This design comes from an exercise in tuning for a short achievable clock period and few clock cycles per item on the open sky130 flow, not from production work.
In this exercise RTL edits were held to simulation tests only and were not proved equivalent to the original.
In every run shown here, the design's own scripts or RTL, not TritonCTS, make the clock network.
The clock input has no modelled driver; a real chip could not lean on it and would need a root buffer or a full tree.
No activity file was given, so power comes from the tool's default toggle rates.

### flow/design.v
module gbr_engine (
    input  wire        clk,
    input  wire        rst,
    input  wire        start,
    input  wire [23:0] resume_lin,    
    input  wire [8:0]  resume_bank,   
    output reg         busy,
    output reg         done,
    output reg  [2:0]  err_code,
    output reg  [1:0]  err_ctx,
    output reg  [2:0]  variant,
    output reg         out_valid,
    output reg  [7:0]  out_data,
    output reg  [8:0]  out_bank,
    output reg  [15:0] addr,
    output reg         rd_n,
    output reg         wr_n,
    output reg         cs_n,
    output wire        rst_n,
    output reg         xfer_req,
    output reg  [23:0] xfer_tx,
    input  wire        xfer_ack,
    input  wire        xfer_fail,
    input  wire [7:0]  xfer_rdata
);
    assign rst_n = 1'b1;
    localparam [23:0] F_IOCON  = 24'h400520;    
    localparam [23:0] F_DIRIN  = 24'h4000FF;    
    localparam [23:0] F_DIROUT = 24'h400000;    
    localparam [23:0] F_READ   = 24'h410900;    
    localparam [15:0] F_WRITE  = 16'h4009;      
    localparam [2:0]  V_NONE = 3'd0, V_ROM = 3'd1, V_MBC1 = 3'd2,
                      V_MBC2 = 3'd3, V_MBC3 = 3'd4, V_MBC5 = 3'd5;
    localparam [2:0]  E_OK = 3'd0, E_BUS = 3'd1, E_UNSUP = 3'd3, E_HDR = 3'd4;
    localparam [1:0]  C_INIT = 2'd0, C_HDR = 2'd1, C_BSEL = 2'd2, C_DATA = 2'd3;
    reg        s_i0, s_i1w, s_i2w;                        
    reg [10:0] s_r;                                       
    reg        s_x0, s_x1, s_x2;                          
    reg        s_rdw, s_wdw;                              
    reg  [9:0] s_w;                                       
    reg        s_fd;                                      
    reg        s_d0, s_d1, s_d2, s_d3;                    
    reg        finq;                                      
    reg        rstq;                                      
    reg        op_h0, op_h1, op_rd, op_w1, op_w2;
    reg        nx_done, nx_disp, nx_h1, nx_rd, nx_w1, nx_w2;
    reg        dir_in;            
    reg        failed;            
    reg        ackq;
    reg        failq;
    reg  [7:0] rdq;
    reg [23:0] rlq;
    reg  [8:0] rbq;
    reg  [2:0] e_code;
    reg  [1:0] e_ctx;
    reg  [2:0] e_var;
    reg  [7:0] rbyte;             
    reg [15:0] naddr;             
    reg  [7:0] hdr_t, hdr_z;
    reg  [2:0] var_d;
    reg        zbad;
    reg        is_rom, is_mbc1, is_mbc2, is_mbc5, two;
    reg  [8:0] hm;                
    reg [13:0] lin_lo;
    reg  [9:0] lin_hi;
    reg        c14;
    reg  [8:0] bank, nb;
    reg  [7:0] wd1, wd2;
    reg        f_inrange, f_trig, f_low;
    wire [23:0] lin = {lin_hi, lin_lo};
    wire fin_x   = s_x2 & nx_done;
    wire fr_end  = ackq & ~failq;                         
    wire fr_fail = ackq & failq;                          
    wire fin_i   = (s_i1w | s_i2w | s_rdw | s_wdw) & fr_fail;
    wire fin_d   = s_d1 & (zbad | (var_d == V_NONE));
    wire fin     = fin_x | fin_i | fin_d | s_fd;
    wire x_rd    = s_x2 & (nx_h1 | nx_rd);
    wire x_wr    = s_x2 & (nx_w1 | nx_w2);
    wire pre_x   = s_r[10] | s_w[9] | s_d3;
    wire go_r0   = (s_i2w & fr_end) | (x_rd & dir_in) | (s_rdw & fr_end);
    wire go_w0   = (x_wr & ~dir_in) | (s_wdw & fr_end);
    wire go_i2w  = s_i1w & fr_end;
    wire go_rdw  = x_rd & ~dir_in;
    wire go_wdw  = x_wr & dir_in;
    wire k_i1    = s_i0 | (s_i1w & ~ackq);
    wire k_in    = go_i2w | s_i2w | go_rdw | s_rdw;
    wire k_rd    = s_r[6] | s_r[7];
    wire k_wr    = s_w[2] | s_w[3];
    reg  [2:0] dec_variant;
    always @(*) begin
        case (hdr_t)
            8'h00:                                    dec_variant = V_ROM;
            8'h01, 8'h02, 8'h03:                      dec_variant = V_MBC1;
            8'h05, 8'h06:                             dec_variant = V_MBC2;
            8'h0F, 8'h10, 8'h11, 8'h12, 8'h13:        dec_variant = V_MBC3;
            8'h19, 8'h1A, 8'h1B, 8'h1C, 8'h1D, 8'h1E: dec_variant = V_MBC5;
            default:                                  dec_variant = V_NONE;
        endcase
    end
    wire [7:0] inc8 = bank[7:0] + 8'd1;
    reg  [8:0] next_bank;
    always @(*) begin
        if (is_mbc5)
            next_bank = bank + 9'd1;
        else if (is_mbc1)
            next_bank = {1'b0, inc8[7:1],
                         inc8[0] | ((inc8[4:0] == 5'd0) & ~inc8[7] & (inc8[6] | inc8[5]))};
        else
            next_bank = {1'b0, inc8};
    end
    always @(posedge clk) begin
        rstq <= rst;
        ackq <= xfer_ack;
        busy      <= ~rst & (busy ? ~finq : start);
        done      <= ~rst & ~rstq & finq;
        out_valid <= ~rst & ~rstq & s_r[10] & op_rd & ~failed;
        xfer_req  <= ~rst & ~rstq &
                     (s_i0 | go_i2w | go_rdw | go_wdw | s_r[6] | s_w[2] |
                      ((s_i1w | s_i2w | s_rdw | s_wdw | s_r[7] | s_w[3]) &
                       ~xfer_ack & ~ackq));
        rd_n <= rst | rstq | ~(go_r0 | (|s_r[6:0]) | (s_r[7] & ~xfer_ack & ~ackq));
        cs_n <= rst | rstq | ~((|s_r[9:3]) | go_w0 | (|s_w[2:0]) |
                               (s_w[3] & ~fr_fail) | (|s_w[8:4]));
        wr_n <= rst | rstq | ~(s_w[3] & fr_end);
        s_i0 <= ~rst & ~busy & start;
        if (rstq) begin
            finq <= 1'b0;
            s_i1w <= 1'b0; s_i2w <= 1'b0;
            s_r  <= 11'd0;
            s_x0 <= 1'b0; s_x1 <= 1'b0; s_x2 <= 1'b0;
            s_rdw <= 1'b0; s_wdw <= 1'b0;
            s_w  <= 10'd0;
            s_fd <= 1'b0;
            s_d0 <= 1'b0; s_d1 <= 1'b0; s_d2 <= 1'b0; s_d3 <= 1'b0;
        end else begin
            finq <= fin;
            s_i1w <= s_i0 | (s_i1w & ~ackq);
            s_i2w <= go_i2w | (s_i2w & ~ackq);
            s_r[0]  <= go_r0;
            s_r[6:1] <= s_r[5:0];
            s_r[7]  <= s_r[6] | (s_r[7] & ~ackq);
            s_r[8]  <= s_r[7] & ackq;
            s_r[10:9] <= s_r[9:8];
            s_x0 <= pre_x;
            s_x1 <= s_x0;
            s_x2 <= s_x1;
            s_rdw <= go_rdw | (s_rdw & ~ackq);
            s_wdw <= go_wdw | (s_wdw & ~ackq);
            s_w[0]  <= go_w0;
            s_w[2:1] <= s_w[1:0];
            s_w[3]  <= s_w[2] | (s_w[3] & ~ackq);
            s_w[4]  <= s_w[3] & fr_end;
            s_w[9:5] <= s_w[8:4];
            s_fd    <= s_w[3] & fr_fail;
            s_d0 <= s_x2 & nx_disp;
            s_d1 <= s_d0;
            s_d2 <= s_d1 & ~fin_d;
            s_d3 <= s_d2;
        end
    end
    always @(posedge clk) begin
        failq <= xfer_fail;
        rdq   <= xfer_rdata;
        rlq   <= resume_lin;
        rbq   <= resume_bank;
        err_code <= e_code;
        err_ctx  <= e_ctx;
        variant  <= e_var;
        out_data <= rbyte;
        out_bank <= bank;
        addr     <= naddr;
        xfer_tx[23:16] <= {7'b0100000, k_rd};
        xfer_tx[15:8]  <= k_i1 ? 8'h05 : (k_rd | k_wr) ? 8'h09 : 8'h00;
        xfer_tx[7:0]   <= k_i1 ? 8'h20 : k_in ? 8'hFF :
                          k_wr ? (op_w1 ? wd1 : wd2) : 8'h00;
        if (s_i0) begin
            e_code <= E_OK;
            e_ctx  <= C_INIT;
            e_var  <= V_NONE;
            naddr  <= 16'h0147;
            failed <= 1'b0;
            op_h0  <= 1'b1;
            op_h1  <= 1'b0;
            op_rd  <= 1'b0;
            op_w1  <= 1'b0;
            op_w2  <= 1'b0;
        end
        if ((s_i1w | s_i2w) & fr_fail) begin
            e_code <= E_BUS;
            e_ctx  <= C_INIT;
        end
        if ((s_r[7] | s_rdw) & fr_fail) begin
            e_code <= E_BUS;
            e_ctx  <= op_rd ? C_DATA : C_HDR;
        end
        if ((s_w[3] | s_wdw) & fr_fail) begin
            e_code <= E_BUS;
            e_ctx  <= C_BSEL;
        end
        if ((s_i2w | s_rdw) & ackq)
            dir_in <= 1'b1;
        if (s_wdw & ackq)
            dir_in <= 1'b0;
        if (s_r[7] & ackq) begin
            failed <= failq;
            rbyte  <= rdq;
            if (op_h0) hdr_t <= rdq;
            if (op_h1) hdr_z <= rdq;
        end
        if (pre_x) begin
            nx_done <= failed | (op_rd & ~f_inrange);
            nx_disp <= op_h1 & ~failed;
            nx_h1   <= op_h0 & ~failed;
            nx_rd   <= (op_rd & f_inrange & ~f_trig & ~failed) | (op_w1 & ~two) | op_w2;
            nx_w1   <= op_rd & f_inrange & f_trig & ~failed;
            nx_w2   <= op_w1 & two;
        end
        if (s_x0) begin
            if (nx_h1)
                naddr <= 16'h0148;
            else if (nx_w1)
                naddr <= is_mbc2 ? 16'h2100 : 16'h2000;
            else if (nx_w2)
                naddr <= is_mbc1 ? 16'h4000 : 16'h3000;
            else if (nx_rd)
                naddr <= {1'b0, ~f_low, lin_lo};
        end
        if (s_x1) begin
            op_h0 <= 1'b0;
            op_h1 <= nx_h1;
            op_rd <= nx_rd;
            op_w1 <= nx_w1;
            op_w2 <= nx_w2;
            if (nx_w1)
                bank <= nb;
        end
        if (s_d0) begin
            var_d <= dec_variant;
            zbad  <= (hdr_z > 8'd8);
        end
        if (s_d1) begin
            if (zbad) begin
                e_code <= E_HDR;
                e_ctx  <= C_HDR;
            end else if (var_d == V_NONE) begin
                e_code <= E_UNSUP;
                e_ctx  <= C_HDR;
            end else begin
                e_var  <= var_d;
            end
            is_rom  <= (var_d == V_ROM);
            is_mbc1 <= (var_d == V_MBC1);
            is_mbc2 <= (var_d == V_MBC2);
            is_mbc5 <= (var_d == V_MBC5);
            two     <= (var_d == V_MBC1) | (var_d == V_MBC5);
            hm[0] <= (var_d == V_ROM) | (hdr_z[3:0] == 4'd0);
            hm[1] <= (var_d == V_ROM) | (hdr_z[3:0] <= 4'd1);
            hm[2] <= (var_d == V_ROM) | (hdr_z[3:0] <= 4'd2);
            hm[3] <= (var_d == V_ROM) | (hdr_z[3:0] <= 4'd3);
            hm[4] <= (var_d == V_ROM) | (hdr_z[3:0] <= 4'd4);
            hm[5] <= (var_d == V_ROM) | (hdr_z[3:0] <= 4'd5);
            hm[6] <= (var_d == V_ROM) | (hdr_z[3:0] <= 4'd6);
            hm[7] <= (var_d == V_ROM) | (hdr_z[3:0] <= 4'd7);
            hm[8] <= (var_d == V_ROM) | (hdr_z[3:0] <= 4'd8);
            case (var_d)
                V_ROM:   bank <= 9'd0;
                V_MBC5:  bank <= rbq;
                default: bank <= {1'b0, rbq[7:0]};
            endcase
            op_h1  <= 1'b0;
            op_rd  <= 1'b1;
            failed <= 1'b0;
        end
        if (s_d1) begin
            lin_lo <= rlq[13:0];
            lin_hi <= rlq[23:14];
        end else begin
            if (s_r[7] & ackq & op_rd) begin
                lin_lo <= lin_lo + 14'd1;
                c14    <= &lin_lo;
            end
            if (s_r[8] & op_rd & c14)
                lin_hi <= lin_hi + 10'd1;
        end
        f_inrange <= ~|(lin[23:15] & hm);
        f_trig    <= ~is_rom & (lin_lo == 14'd0) & (lin_hi != 10'd0);
        f_low     <= (lin_hi == 10'd0);
        nb        <= next_bank;
        wd1       <= is_mbc1 ? {3'b000, bank[4:0]} :
                     is_mbc2 ? {4'b0000, bank[3:0]} : bank[7:0];
        wd2       <= is_mbc1 ? {6'b000000, bank[6:5]} : {7'b0000000, bank[8]};
    end
endmodule
### flow/flow/run.sh
#!/bin/bash
# The standard layout (standard.sh, unchanged synthesis and SDC) with:
#  - port buffers of a fixed strong type (buf_4) instead of the default pick;
#  - repair_timing aiming further below the clock period (setup margin 7.6 ns);
#  - the CTS tree replaced after CTS by a shallow balanced tree
#    (flow/clock_tree.tcl, run as ORFS's POST_CTS_TCL hook).
# Each make/openroad run logs to standard_flow.log in this folder; ORFS's
# per-step logs stay under orfs/logs.
set -euo pipefail
here=$(pwd)
bash standard.sh \
  SETUP_SLACK_MARGIN=7.6 \
  "BUFFER_PORTS_ARGS=-buffer_cell sky130_fd_sc_hd__buf_4" \
  "POST_CTS_TCL=$here/flow/clock_tree.tcl" \
  finish > standard_flow.log 2>&1
### flow/flow/clock_tree.tcl
# Replace TritonCTS's three-level clock tree with a shallow one: the flip-flops
# are split into clusters of nearby sinks, each driven by one clkbuf_16 placed
# at its centroid. With at most MAX_ROOT clusters the clock port drives the
# cluster buffers directly; otherwise a first level of clkbuf_16s (at most
# MAX_ROOT of them) drives them. Every register gets its clock through
# buffers, the tree is balanced by construction (one buffer type per level,
# clusters of equal size), and the port drives at most MAX_ROOT cell pins.

set max_sinks  [expr {[info exists ::env(CLK_LEAF_SINKS)] ? $::env(CLK_LEAF_SINKS) : 32}]
set max_root   4
set buf_master_name sky130_fd_sc_hd__clkbuf_16

set db    [ord::get_db]
set block [ord::get_db_block]
set buf_master [$db findMaster $buf_master_name]

# clock port net
set clk_port_net [[$block findBTerm clk] getNet]

# 1. remove the CTS tree: every instance driven (transitively) from the clock
#    port that is not a flip-flop
proc is_reg {inst} {
  return [[$inst getMaster] isSequential]
}

set sinks {}
set tree_insts {}
set tree_nets {}
set todo [list $clk_port_net]
while {[llength $todo] > 0} {
  set net [lindex $todo 0]
  set todo [lrange $todo 1 end]
  foreach it [$net getITerms] {
    if {[$it getIoType] ne "INPUT"} { continue }
    set inst [$it getInst]
    if {[is_reg $inst]} {
      lappend sinks $it
    } else {
      lappend tree_insts $inst
      foreach ot [$inst getITerms] {
        if {[$ot getIoType] eq "OUTPUT" && [$ot getNet] ne "NULL"} {
          set onet [$ot getNet]
          lappend tree_nets $onet
          lappend todo $onet
        }
      }
    }
  }
}
puts "clock_tree: [llength $sinks] register clock pins, removing [llength $tree_insts] tree cells"

foreach it $sinks { $it disconnect }
foreach inst $tree_insts { odb::dbInst_destroy $inst }
foreach net [lsort -unique $tree_nets] {
  if {$net ne $clk_port_net} { odb::dbNet_destroy $net }
}

# sink locations (clock pin = instance centre is close enough)
set pts {}
foreach it $sinks {
  set box [[$it getInst] getBBox]
  lappend pts [list [expr {([$box xMin] + [$box xMax]) / 2.0}] [expr {([$box yMin] + [$box yMax]) / 2.0}]]
}
set n [llength $sinks]

# 2. balanced clustering: recursive bisection along the longer side, so
#    every cluster has nearly the same number of sinks
proc bisect {idxs pts max} {
  if {[llength $idxs] <= $max} { return [list $idxs] }
  set xs {}; set ys {}
  foreach i $idxs { lappend xs [lindex $pts $i 0]; lappend ys [lindex $pts $i 1] }
  set xs [lsort -real $xs]; set ys [lsort -real $ys]
  set dx [expr {[lindex $xs end] - [lindex $xs 0]}]
  set dy [expr {[lindex $ys end] - [lindex $ys 0]}]
  set axis [expr {$dx >= $dy ? 0 : 1}]
  set k [expr {int(ceil([llength $idxs] / double($max)))}]
  set k1 [expr {$k / 2}]
  set n1 [expr {int(round([llength $idxs] * double($k1) / $k))}]
  set sorted [lsort -command [list cmp_axis $pts $axis] $idxs]
  return [concat [bisect [lrange $sorted 0 [expr {$n1 - 1}]] $pts $max] \
                 [bisect [lrange $sorted $n1 end] $pts $max]]
}
proc cmp_axis {pts axis a b} {
  set va [lindex $pts $a $axis]; set vb [lindex $pts $b $axis]
  if {$va < $vb} { return -1 } elseif {$va > $vb} { return 1 } else { return 0 }
}
set all {}
for {set i 0} {$i < $n} {incr i} { lappend all $i }
set clusters [bisect $all $pts $max_sinks]
puts "clock_tree: [llength $clusters] clusters of [lmap c $clusters {llength $c}] sinks"

proc centroid {idxs pts} {
  set sx 0.0; set sy 0.0
  foreach i $idxs { set sx [expr {$sx + [lindex $pts $i 0]}]; set sy [expr {$sy + [lindex $pts $i 1]}] }
  return [list [expr {int($sx / [llength $idxs])}] [expr {int($sy / [llength $idxs])}]]
}

# 3. leaf buffers
set leaves {}
set leaf_pts {}
set li 0
foreach c $clusters {
  set name "clkbuf_leaf_${li}_clk"
  set inst [odb::dbInst_create $block $buf_master $name]
  set net  [odb::dbNet_create $block "clknet_leaf_${li}_clk"]
  $net setSigType CLOCK
  set xy [centroid $c $pts]
  $inst setLocation [lindex $xy 0] [lindex $xy 1]
  $inst setPlacementStatus PLACED
  [$inst findITerm X] connect $net
  foreach i $c { [lindex $sinks $i] connect $net }
  lappend leaves $inst
  lappend leaf_pts $xy
  incr li
}

# 4. root level when the port would drive too many cells
if {[llength $leaves] <= $max_root} {
  foreach inst $leaves { [$inst findITerm A] connect $clk_port_net }
} else {
  set lidx {}
  for {set i 0} {$i < [llength $leaves]} {incr i} { lappend lidx $i }
  set per [expr {int(ceil([llength $leaves] / double($max_root)))}]
  set groups [bisect $lidx $leaf_pts $per]
  set ri 0
  foreach g $groups {
    set inst [odb::dbInst_create $block $buf_master "clkbuf_root_${ri}_clk"]
    set net  [odb::dbNet_create $block "clknet_root_${ri}_clk"]
    $net setSigType CLOCK
    set xy [centroid $g $leaf_pts]
    $inst setLocation [lindex $xy 0] [lindex $xy 1]
    $inst setPlacementStatus PLACED
    [$inst findITerm A] connect $clk_port_net
    [$inst findITerm X] connect $net
    foreach i $g { [[lindex $leaves $i] findITerm A] connect $net }
    incr ri
  }
  puts "clock_tree: [llength $groups] root buffers"
}
$clk_port_net setSigType CLOCK

# 5. legalize the new cells
detailed_placement
check_placement -verbose
estimate_parasitics -placement
report_clock_latency
### flow/standard.sh
#!/bin/bash
# synth_recipe.tcl (not shown) runs the flow's synth.tcl, then flattens the netlist and writes it again
# the make line also repeats each setting of config.mk as NAME=value (left out here)
make -C /OpenROAD-flow-scripts/flow DESIGN_CONFIG=/design/flow/config.mk WORK_HOME=/design/flow/orfs CLKGATE_MAP_FILE= SYNTH_SCRIPT=/design/flow/synth_recipe.tcl "${@:-finish}"
### flow/config.mk
export PLATFORM = sky130hd
export DESIGN_NAME = gbr_engine
export DESIGN_NICKNAME = gbr_engine
export VERILOG_FILES = /design/flow/design.v
export SDC_FILE = /design/flow/constraint.sdc
export NUM_CORES = 4
export LEC_CHECK = 0
export ABC_CLOCK_PERIOD_IN_PS = 2000
export CAP_MARGIN = 20
export CORE_MARGIN = 2
export CORE_UTILIZATION = 60
export PLACE_DENSITY = 0.7
export SLEW_MARGIN = 20
### flow/constraint.sdc
create_clock -name core_clock -period 10.0 [get_ports {clk}]
set_input_delay 2.0000 -clock core_clock [delete_from_list [all_inputs] [get_ports {clk}]]
set_output_delay 2.0000 -clock core_clock [all_outputs]
set_load 0.01 [all_outputs]
==> metrics.md, run 1 <==
| Metric | Value |
|---|---|
| Core ar. | `0.0151 sq mm` |
| Port Buffer Count | `105` |
| Tcrit/Tclk final | `27.7%` |
| Rel. slew slack | `50.3%` |
| Post-Place Cells | `1,046` |
| Ant. Diodes | `0` |
| Die width | `128 um` |
| Sink Count | `270` |
| Final Non-Filler Cells | `1,059` |
| Vias in the first global route | `5,874` |
| Fin nets | `929` |
| Crit Path Class | `reg2out` |
| CP max-delay cell | `dfxtp_2` |
| Register area share after synthesis | `67.8%` |
| Seq cells post-synth | `270` |
| Setup violators final | `0` |
| WL/cell | `17.2 um` |
| Met1 GRT Util | `31.8%` |
| Clock latency (worst-skew pair) | `0.32 ns` |
| Vias | `5,988` |
| Area Overhead vs Synth | `16.0%` |
| Routed WL | `18,200 um` |
| Die Y | `128 um` |
| Fin. Hold Viols | `0` |
| Fin. max-slew vios | `0` |
| Required time of the critical path | `8.00 ns` |
| Met3 Resource Use GR | `2.75%` |
| GRT Resource Usage Total | `22.5%` |
| Gr ovfl total | `0` |
| Unique cell type count in the Yosys netlist | `58` |
| Primary FF master, synth | `dfxtp_1` |
| Rows | `45` |
| FF-to-FF End | `e_code[2]` |
| 1st-pass router iterations | `4` |
| GPL Wtd Cong | `0.877` |
| Critical path depth | `1` |
| Avg Inst Size Synth | `11.7 sq um` |
| Buf/Inv on CP | `1` |
| Syn. warnings | `1` |
| HPWL after DPL | `12,400 um` |
| Layout cells sized above 1 | `23.0%` |
| Initial DRC Count | `408` |
| Grt peak-use layer | `met2` |
| Arrival time at the worst endpoint | `0.77 ns` |
| Critical Path Sink | `out_bank[0]` |
| LEAKAGE | `4.11 nW` |
| WHS | `0.352 ns` |
| Crit path cell chain | `buf_6` |
| Clock skew | `0.0141 ns` |
| Initial antenna violation count | `0` |
| First-pass GRT wire length | `29,300 um` |
| EDFF count, synth | `84` |
| Cell Area, Synth | `0.00921 sq mm` |
| CP endpoint kind | `output port` |
| Clock Pin Slew Worst Setup and Hold Paths | `0.11 ns` |
| Met2 usage | `36.4%` |
| Status | `timing/DRC/antenna clean` |
| FF-to-FF Start | `s_d1` |
| Crit-path max cell delay | `0.35 ns` |
| Critical Path Source Type | `register` |
| Cells after synthesis | `787` |
| CP delay by family, top | `flip-flops` |
| Peak supply drop | `93.3 uV` |
| Tightest Pin Transition | `0.735 ns` |
| Number of max-cap violations | `0` |
| Die footprint | `0.0164 sq mm` |
| Power Density | `159 mW/mm^2` |
| I/O pins | `119` |
| Reg2reg setup slack | `7.75 ns` |
| Post-DRT Antenna Nets | `0` |
| Post-layout min period | `2.77 ns` |
| RSZ-0062 raised after global routing | `true` |
| CP Max Fanout | `2` |
| Asr flop ratio synth | `0%` |
| Via/cell ratio | `5.65` |
| Setup tns final | `0 ns` |
| Top achievable clock speed | `361 MHz` |
| Critical Path Start | `out_bank[0]` |
| Starting Density | `61.0%` |
| Pin count of the biggest net entering global routing | `73` |
| DRC | `0` |
| HP Class | `reg2reg` |
| R2R cell count | `4` |
layer usage:
layer / vias up / part of all wire, %
met5: - / 0
met4: 0 / 2.3
met3: 25 / 4.3
met2: 170 / 48
met1: 2915 / 45
li1: 2878 / -
placed cells by master, fill, tap and decap left out, types with 5 or more instances in the layout:
cell type and count:
buf_6 61, and3_1 7, dfxtp_2 59, xor2_1 10, nand3_1 33, nor3b_1 5, inv_1 34, a31oi_1 5
and2_1 10, nor2_1 39, mux2_2 5, nor2b_1 28, nor3_1 12, edfxtp_1 84, a21oi_1 37, nand4_1 6
xnor2_1 14, clkbuf_16 12, nor4_1 14, o41ai_1 7, o21ai_0 51, dfxtp_1 127, nand2b_1 7, or3_1 5
nand2_1 64, buf_4 46, ha_1 10, conb_1 13, or2_2 7
worst min path at each step:
stage | slack, ns | start | depth (start not counted) | end
final | 0.35 | naddr[9] | 0 | addr[9]
after global placement | 0.32 | rbyte[6] | 0 | out_data[6]
after detailed placement | 0.33 | rbyte[7] | 0 | out_data[7]
after global routing | 0.36 | naddr[0] | 0 | addr[0]
after floorplan | 0.32 | naddr[15] | 0 | addr[15]
metrics by stage:
step                instance area (sq um)  total power, mW  worst slack [ns]  util (%)
finish                              10700             1.70              7.23      70.8
global route                        10700             1.75              7.19      70.8
detailed placement                  10100             1.21              7.22      66.7
global placement                    10100             1.21              7.29      66.7
floorplan                            9280             1.19              7.45         -
synthesized netlist by cell type (all sizes together) (8+ instances only):
library cell	n	area, sq um
and2	10	62.6
nor2	41	154
a21oi	37	185
inv	34	128
buf	22	149
nor4	14	87.6
edfxtp	84	2520
nor3	12	60.1
nor2b	28	175
and3	8	51.3
nand3	33	165
clkbuf	24	90.1
xor2	10	87.6
ha	10	125
xnor2	14	123
o21ai	53	269
dfxtp	186	3720
nand2	64	240
state kept, by name (all words and copies together), names as in the netlist, 10 cells and up:
register and flops:
s_w 10, naddr 16, addr 16, xfer_tx 12, lin_hi 10, rlq 24, s_r 11, lin_lo 14
where the power goes:
| group | switching [mW] | total (mW) | internal (mW) |
|---|---|---|---|
| registers | 0.0110 | 1.15 | 1.14 |
| logic | 0.0148 | 0.0359 | 0.0211 |
| clock network | 0.291 | 0.510 | 0.218 |
cell type report:
class | instances | area (sq um)
multi-input cells | 448 | 2670
well taps | 188 | 235
inverters | 34 | 128
flip-flops and latches | 270 | 6320
fillers | 1067 | 4410
plain buffers | 12 | 300
repair buffers | 107 | 1030
cell families (layout without fill, tap and decap cells):
kind of cell               after synthesis  after routing  share of synthesized area, %
adders and majority gates               10             10                          1.36
xor gates and xnor gates                24             24                          2.28
and+or+nand+nor                        253            253                          14.2
buffers and inverters                   80            153                          3.98
muxes                                    5              5                         0.611
other                                    2             13                        0.0816
AOI/OAI and AO/OA                      143            143                          9.62
DFF                                    270            270                          67.8
worst reg2reg max path, stage by stage, from the launching register on:
cell and delay (ns):
dfxtp_2 0.55, buf_6 0.47, nor4b_1 0.68, nor2_1 0.17
a32o_1 0.29
Testbench counts, summed over its fixed seeds: cycles 19,663,400, bytes 1,310,720.
==> run 2, diff against run 1 <==
--- a/flow/design.v
+++ b/flow/design.v
@@ -84,2 +84,5 @@
     wire go_wdw  = x_wr & dir_in;
+    wire req_keep = s_i0 | go_i2w | go_rdw | go_wdw | s_r[6] | s_w[2] |
+                    ((s_i1w | s_i2w | s_rdw | s_wdw | s_r[7] | s_w[3]) & ~ackq);
+    wire rd_low   = go_r0 | (|s_r[6:0]) | (s_r[7] & ~ackq);
     wire k_i1    = s_i0 | (s_i1w & ~ackq);
@@ -116,7 +119,4 @@
         out_valid <= ~rst & ~rstq & s_r[10] & op_rd & ~failed;
-        xfer_req  <= ~rst & ~rstq &
-                     (s_i0 | go_i2w | go_rdw | go_wdw | s_r[6] | s_w[2] |
-                      ((s_i1w | s_i2w | s_rdw | s_wdw | s_r[7] | s_w[3]) &
-                       ~xfer_ack & ~ackq));
-        rd_n <= rst | rstq | ~(go_r0 | (|s_r[6:0]) | (s_r[7] & ~xfer_ack & ~ackq));
+        xfer_req  <= ~rst & ~rstq & ~xfer_ack & req_keep;
+        rd_n <= rst | rstq | ~rd_low | xfer_ack;
         cs_n <= rst | rstq | ~((|s_r[9:3]) | go_w0 | (|s_w[2:0]) |
--- a/flow/flow/run.sh
+++ b/flow/flow/run.sh
@@ -4,5 +4,5 @@
 #  - repair_timing aiming further below the clock period (setup margin 7.6 ns);
-#  - the CTS tree replaced after CTS by a shallow balanced tree
+#  - the CTS tree replaced after CTS by a shallow balanced two-level tree
 #    (flow/clock_tree.tcl, run as ORFS's POST_CTS_TCL hook).
-# Each make/openroad run logs to standard_flow.log in this folder; ORFS's
+# make's and the tools' output goes to standard_flow.log in this folder; ORFS's
 # per-step logs stay under orfs/logs.
@@ -10,2 +10,4 @@
 here=$(pwd)
+export CLK_CELL=sky130_fd_sc_hd__inv_16
+export CLK_LEAF_SINKS=20
 bash standard.sh \
--- a/flow/flow/clock_tree.tcl
+++ b/flow/flow/clock_tree.tcl
@@ -1,12 +1,17 @@
-# Replace TritonCTS's three-level clock tree with a shallow one: the flip-flops
-# are split into clusters of nearby sinks, each driven by one clkbuf_16 placed
-# at its centroid. With at most MAX_ROOT clusters the clock port drives the
-# cluster buffers directly; otherwise a first level of clkbuf_16s (at most
-# MAX_ROOT of them) drives them. Every register gets its clock through
-# buffers, the tree is balanced by construction (one buffer type per level,
-# clusters of equal size), and the port drives at most MAX_ROOT cell pins.
+# Replace TritonCTS's three-level clock tree with a shallow two-level one: the
+# flip-flops are split into clusters of nearby sinks (at most CLK_LEAF_SINKS
+# each), each driven by one cell placed at its centroid; a first level of at
+# most MAX_ROOT cells, driven by the clock port, drives the cluster cells. By
+# default both levels are inverters (inv_16), so every flip-flop sees the
+# clock's own polarity through two inverting stages. The tree is balanced by
+# construction (one cell type, clusters of equal size), and the port drives
+# at most MAX_ROOT cell pins.
 
-set max_sinks  [expr {[info exists ::env(CLK_LEAF_SINKS)] ? $::env(CLK_LEAF_SINKS) : 32}]
+set max_sinks  [expr {[info exists ::env(CLK_LEAF_SINKS)] ? $::env(CLK_LEAF_SINKS) : 20}]
 set max_root   4
-set buf_master_name sky130_fd_sc_hd__clkbuf_16
+# cell of both levels: a buffer, or an inverter (two levels of inverters
+# give the flip-flops the clock's own polarity)
+set buf_master_name [expr {[info exists ::env(CLK_CELL)] ? $::env(CLK_CELL) : "sky130_fd_sc_hd__inv_16"}]
+set inv [string match "*inv*" $buf_master_name]
+set out_pin [expr {$inv ? "Y" : "X"}]
 
@@ -109,3 +114,3 @@
   $inst setPlacementStatus PLACED
-  [$inst findITerm X] connect $net
+  [$inst findITerm $out_pin] connect $net
   foreach i $c { [lindex $sinks $i] connect $net }
@@ -117,3 +122,3 @@
 # 4. root level when the port would drive too many cells
-if {[llength $leaves] <= $max_root} {
+if {[llength $leaves] <= $max_root && !$inv} {
   foreach inst $leaves { [$inst findITerm A] connect $clk_port_net }
@@ -133,3 +138,3 @@
     [$inst findITerm A] connect $clk_port_net
-    [$inst findITerm X] connect $net
+    [$inst findITerm $out_pin] connect $net
     foreach i $g { [[lindex $leaves $i] findITerm A] connect $net }
==> metrics.md, run 2 <==
| Metric | Value |
|---|---|
| Core ar. | `0.0151 sq mm (+0.37%)` |
| Reg2reg setup slack | `7.84 ns (+0.09 ns)` |
| Pin count of the biggest net entering global routing | `86 (+18%)` |
| Min-Delay Path Depth | `0 (unchanged)` |
| Sw Ratio | `26.2% (+7.5 points)` |
| CP max-delay cell | `dfxtp_2` |
| Routed WL | `17,800 um (-2.6%)` |
| FF-to-FF Start | `ackq` |
| Asr flop ratio synth | `0% (unchanged)` |
| Area leader, netlist | `dfxtp_1` |
| Ant. Diodes | `0 (unchanged)` |
| Peak supply drop | `132 uV (+42%)` |
| Critical Path Start | `out_bank[6]` |
| Clock latency (worst-skew pair) | `0.14 ns (-0.18 ns)` |
| EDFF count, synth | `84 (unchanged)` |
| Die width | `128 um (+0.39%)` |
| Vias | `5,915 (-1.2%)` |
| Post-layout min period | `2.58 ns (-0.193 ns)` |
| Primary FF master, synth | `dfxtp_1` |
| Power Density | `162 mW/mm^2 (+1.9%)` |
| LEAKAGE | `4.14 nW (+0.78%)` |
| Fin. max-slew vios | `0 (unchanged)` |
| Fin nets | `936 (+0.75%)` |
| Port Buffer Count | `105 (unchanged)` |
| Die Y | `128 um (+0.39%)` |
| First-pass GRT wire length | `28,900 um (-1.4%)` |
| Layout cells sized above 1 | `23.2% (+0.27 points)` |
| Syn. warnings | `1 (unchanged)` |
| Gr ovfl total | `0 (unchanged)` |
| Tightest Pin Transition | `0.786 ns (+0.0506 ns)` |
| Tcrit/Tclk final | `25.8% (-1.9 points)` |
| Clock power share | `31.8% (+1.7 points)` |
| HP Class | `reg2reg` |
| Final Total Pwr | `1.74 mW (+2.7%)` |
| # fillers | `1,079 (+1.1%)` |
| Buf/Inv on CP | `1 (unchanged)` |
| Starting Density | `61.3% (+0.27 points)` |
| Design area | `0.0108 sq mm (+0.80%)` |
| Cell Area, Synth | `0.00928 sq mm (+0.82%)` |
| Avg Inst Size Synth | `11.8 sq um (+0.94%)` |
| WL/cell | `16.7 um (-3.2%)` |
| Critical Path Source Type | `register` |
| Top achievable clock speed | `388 MHz (+7.5%)` |
| Setup violators final | `0 (unchanged)` |
| R2R cell count | `3 (-1)` |
| CP delay by family, top | `flip-flops` |
| Int Pwr | `1.28 mW (-6.8%)` |
| Switch Pwr | `0.456 mW (+44%)` |
| Most frequent cells in the layout | `dfxtp_1 (129), edfxtp_1 (84), nand2_1 (64)` |
| CP Max Fanout | `1 (-1)` |
| Fin. Hold Viols | `0 (unchanged)` |
| Initial antenna violation count | `0 (unchanged)` |
| Min-delay src | `naddr[4]` |
| Via/cell ratio | `5.55 (-1.9%)` |
| Die footprint | `0.0165 sq mm (+0.79%)` |
| Sequential power share | `66.0% (-1.8 points)` |
| Required time of the critical path | `8.00 ns (about the same)` |
| Combinational Power Share | `2.2% (about the same)` |
| Largest registers | `rlq: 24 flops, addr: 16 flops, naddr: 16 flops` |
| 1st-pass router iterations | `5 (+1)` |
| Hold EP | `addr[4]` |
| Crit-path max cell delay | `0.33 ns (-0.02 ns)` |
| Placed Area | `0.0101 sq mm (+0.12%)` |
| FF-to-FF End | `lin_lo[11]` |
| Rows | `45 (unchanged)` |
| RSZ-0062 raised after global routing | `true` |
| Crit path cell chain | `buf_6` |
| Area Overhead vs Synth | `16.0% (about the same)` |
| Initial DRC Count | `350 (-14%)` |
| Post-synth top area share | `40.1% (-0.33 points)` |
| Register area share after synthesis | `67.3% (-0.55 points)` |
| Post-DRT Antenna Nets | `0 (unchanged)` |
| Commonest non-fill, non-tap cell in the layout | `dfxtp_1` |
| DRC | `0 (unchanged)` |
| Setup tns final | `0 ns (unchanged)` |
| Sink Count | `270 (unchanged)` |
| I/O pins | `119 (unchanged)` |
| HPWL after DPL | `12,000 um (-3.3%)` |
| Crit Path Class | `reg2out` |
| GRT Resource Usage Total | `22.0% (-0.42 points)` |
| CP endpoint kind | `output port` |
| Most flops, register | `rlq` |
| Status | `timing/DRC/antenna clean` |
| Clock skew | `0.0222 ns (+0.00814 ns)` |
| GPL Wtd Cong | `0.860 (-1.9%)` |
| Max FFs per register | `24 (unchanged)` |
| Seq cells post-synth | `270 (unchanged)` |
| Clock Pin Slew Worst Setup and Hold Paths | `0.06 ns (-0.05 ns)` |
| Ranking of synthesized cells by area | `dfxtp_1 (40%), edfxtp_1 (27%), nand2_1 (2.6%)` |
| Rel. slew slack | `47.6% (-2.7 points)` |
| Most frequent cells after synthesis | `dfxtp_1 (186), edfxtp_1 (84), nand2_1 (64), nor2_1 (39), a21oi_1 (36)` |
| Most frequent cell after synthesis | `dfxtp_1` |
| Cells after synthesis | `786 (-0.13%)` |
| Unique cell type count in the Yosys netlist | `64 (+10%)` |
| Number of max-cap violations | `0 (unchanged)` |
| Arrival time at the worst endpoint | `0.58 ns (-0.19 ns)` |
| Vias in the first global route | `5,708 (-2.8%)` |
-- run 2: changes by cell type after synthesis, sizes merged, moves of 2 or more --
cell | before | now
nand4 | 7 | 11
buf | 22 | 25
and2 | 10 | 13
clkbuf | 24 | 22
nor4 | 14 | 12
nor2 | 41 | 39
inv | 34 | 30
or2 | 7 | 9
-- run 2: power by group through the flow --
stage / clock network, mW / logic, mW / registers (mW)
floorplan: 0 / 0.0179 / 1.17
global placement: 0 / 0.0344 / 1.17
detailed placement: 0 / 0.0352 / 1.17
global route: 0.612 / 0.0419 / 1.15
finish: 0.553 / 0.0383 / 1.15
-- run 2: final cells by class --
class	instances	area, sq um	area share, %
inverter	48	473	4.39
timing repair buffer	110	1060	9.87
tap	188	235	2.18
sequential	270	6320	58.7
multi-input combinational	450	2680	24.9
-- run 2: metal layers --
| metal | routed length, um | track usage [%] |
|---|---|---|
| met1 | 8140 | 31.5 |
| met2 | 8340 | 34.9 |
| met3 | 949 | 4.41 |
| met4 | 343 | 5.75 |
| met5 | 0 | 0 |
-- run 2: stage by stage --
stage | hold slack (ns) | cells | setup WS [ns] | util [%]
floorplan | 0.323 | 797 | 7.59 | -
global placement | 0.324 | 1045 | 7.45 | 66.5
detailed placement | 0.327 | 1045 | 7.44 | 66.5
global route | 0.353 | 1066 | 7.40 | 71.1
finish | 0.346 | 1066 | 7.42 | 71.1
-- run 2: worst max path at each step --
stage	endpoint	slack, ns	depth (start not counted)
3_5_place_dp	wr_n	7.44	2
3_3_place_gp	wr_n	7.45	2
6_report	out_bank[6]	7.42	1
2_1_floorplan	wr_n	7.59	1
5_1_grt	out_bank[2]	7.40	1
-- run 2: kinds of logic (layout without fill, tap and decap cells) --
| family | count (synthesis) | after routing | share of synthesized area, % |
|---|---|---|---|
| flip-flops | 270 | 270 | 67.3 |
| multiplexers | 5 | 5 | 0.606 |
| XOR/XNOR | 25 | 25 | 2.36 |
| AND/OR/NAND/NOR | 258 | 258 | 14.6 |
| AO/OA/AOI/OAI | 139 | 139 | 9.26 |
| other | 2 | 13 | 0.0809 |
| adder cells (fa/ha/maj) | 10 | 10 | 1.35 |
| buffers and inverters | 77 | 158 | 4.43 |
Testbench counts of run 2, summed over its fixed seeds: cycles 19,663,400, bytes 1,310,720.

-- afterwards: timing with drivers on the ports --
In the flow no input, the clock included, has a driving cell. The finished layouts below were timed again as built, in two steps.
Step 1, drivers: a clkbuf_16 drives clk and a buf_2 each remaining input, both assumed.
Step 2 times the ports against the registers' clock, not the clock port: input delays grow and output delays shrink by t, the midpoint of the rising clock arrivals with the driver on.
a / b / c = ideal / step 1 / step 2; a / b = the first two.
| run | t (ns) | slack for setup (ns) | worst setup path at the end |
|---|---|---|---|
| run 1 | 0.394 | 7.227 / 7.143 / 7.256 | input to register |
| run 2 | 0.328 | 7.420 / 7.223 / 7.441 | input to register |
After both steps every run listed still meets setup and hold.
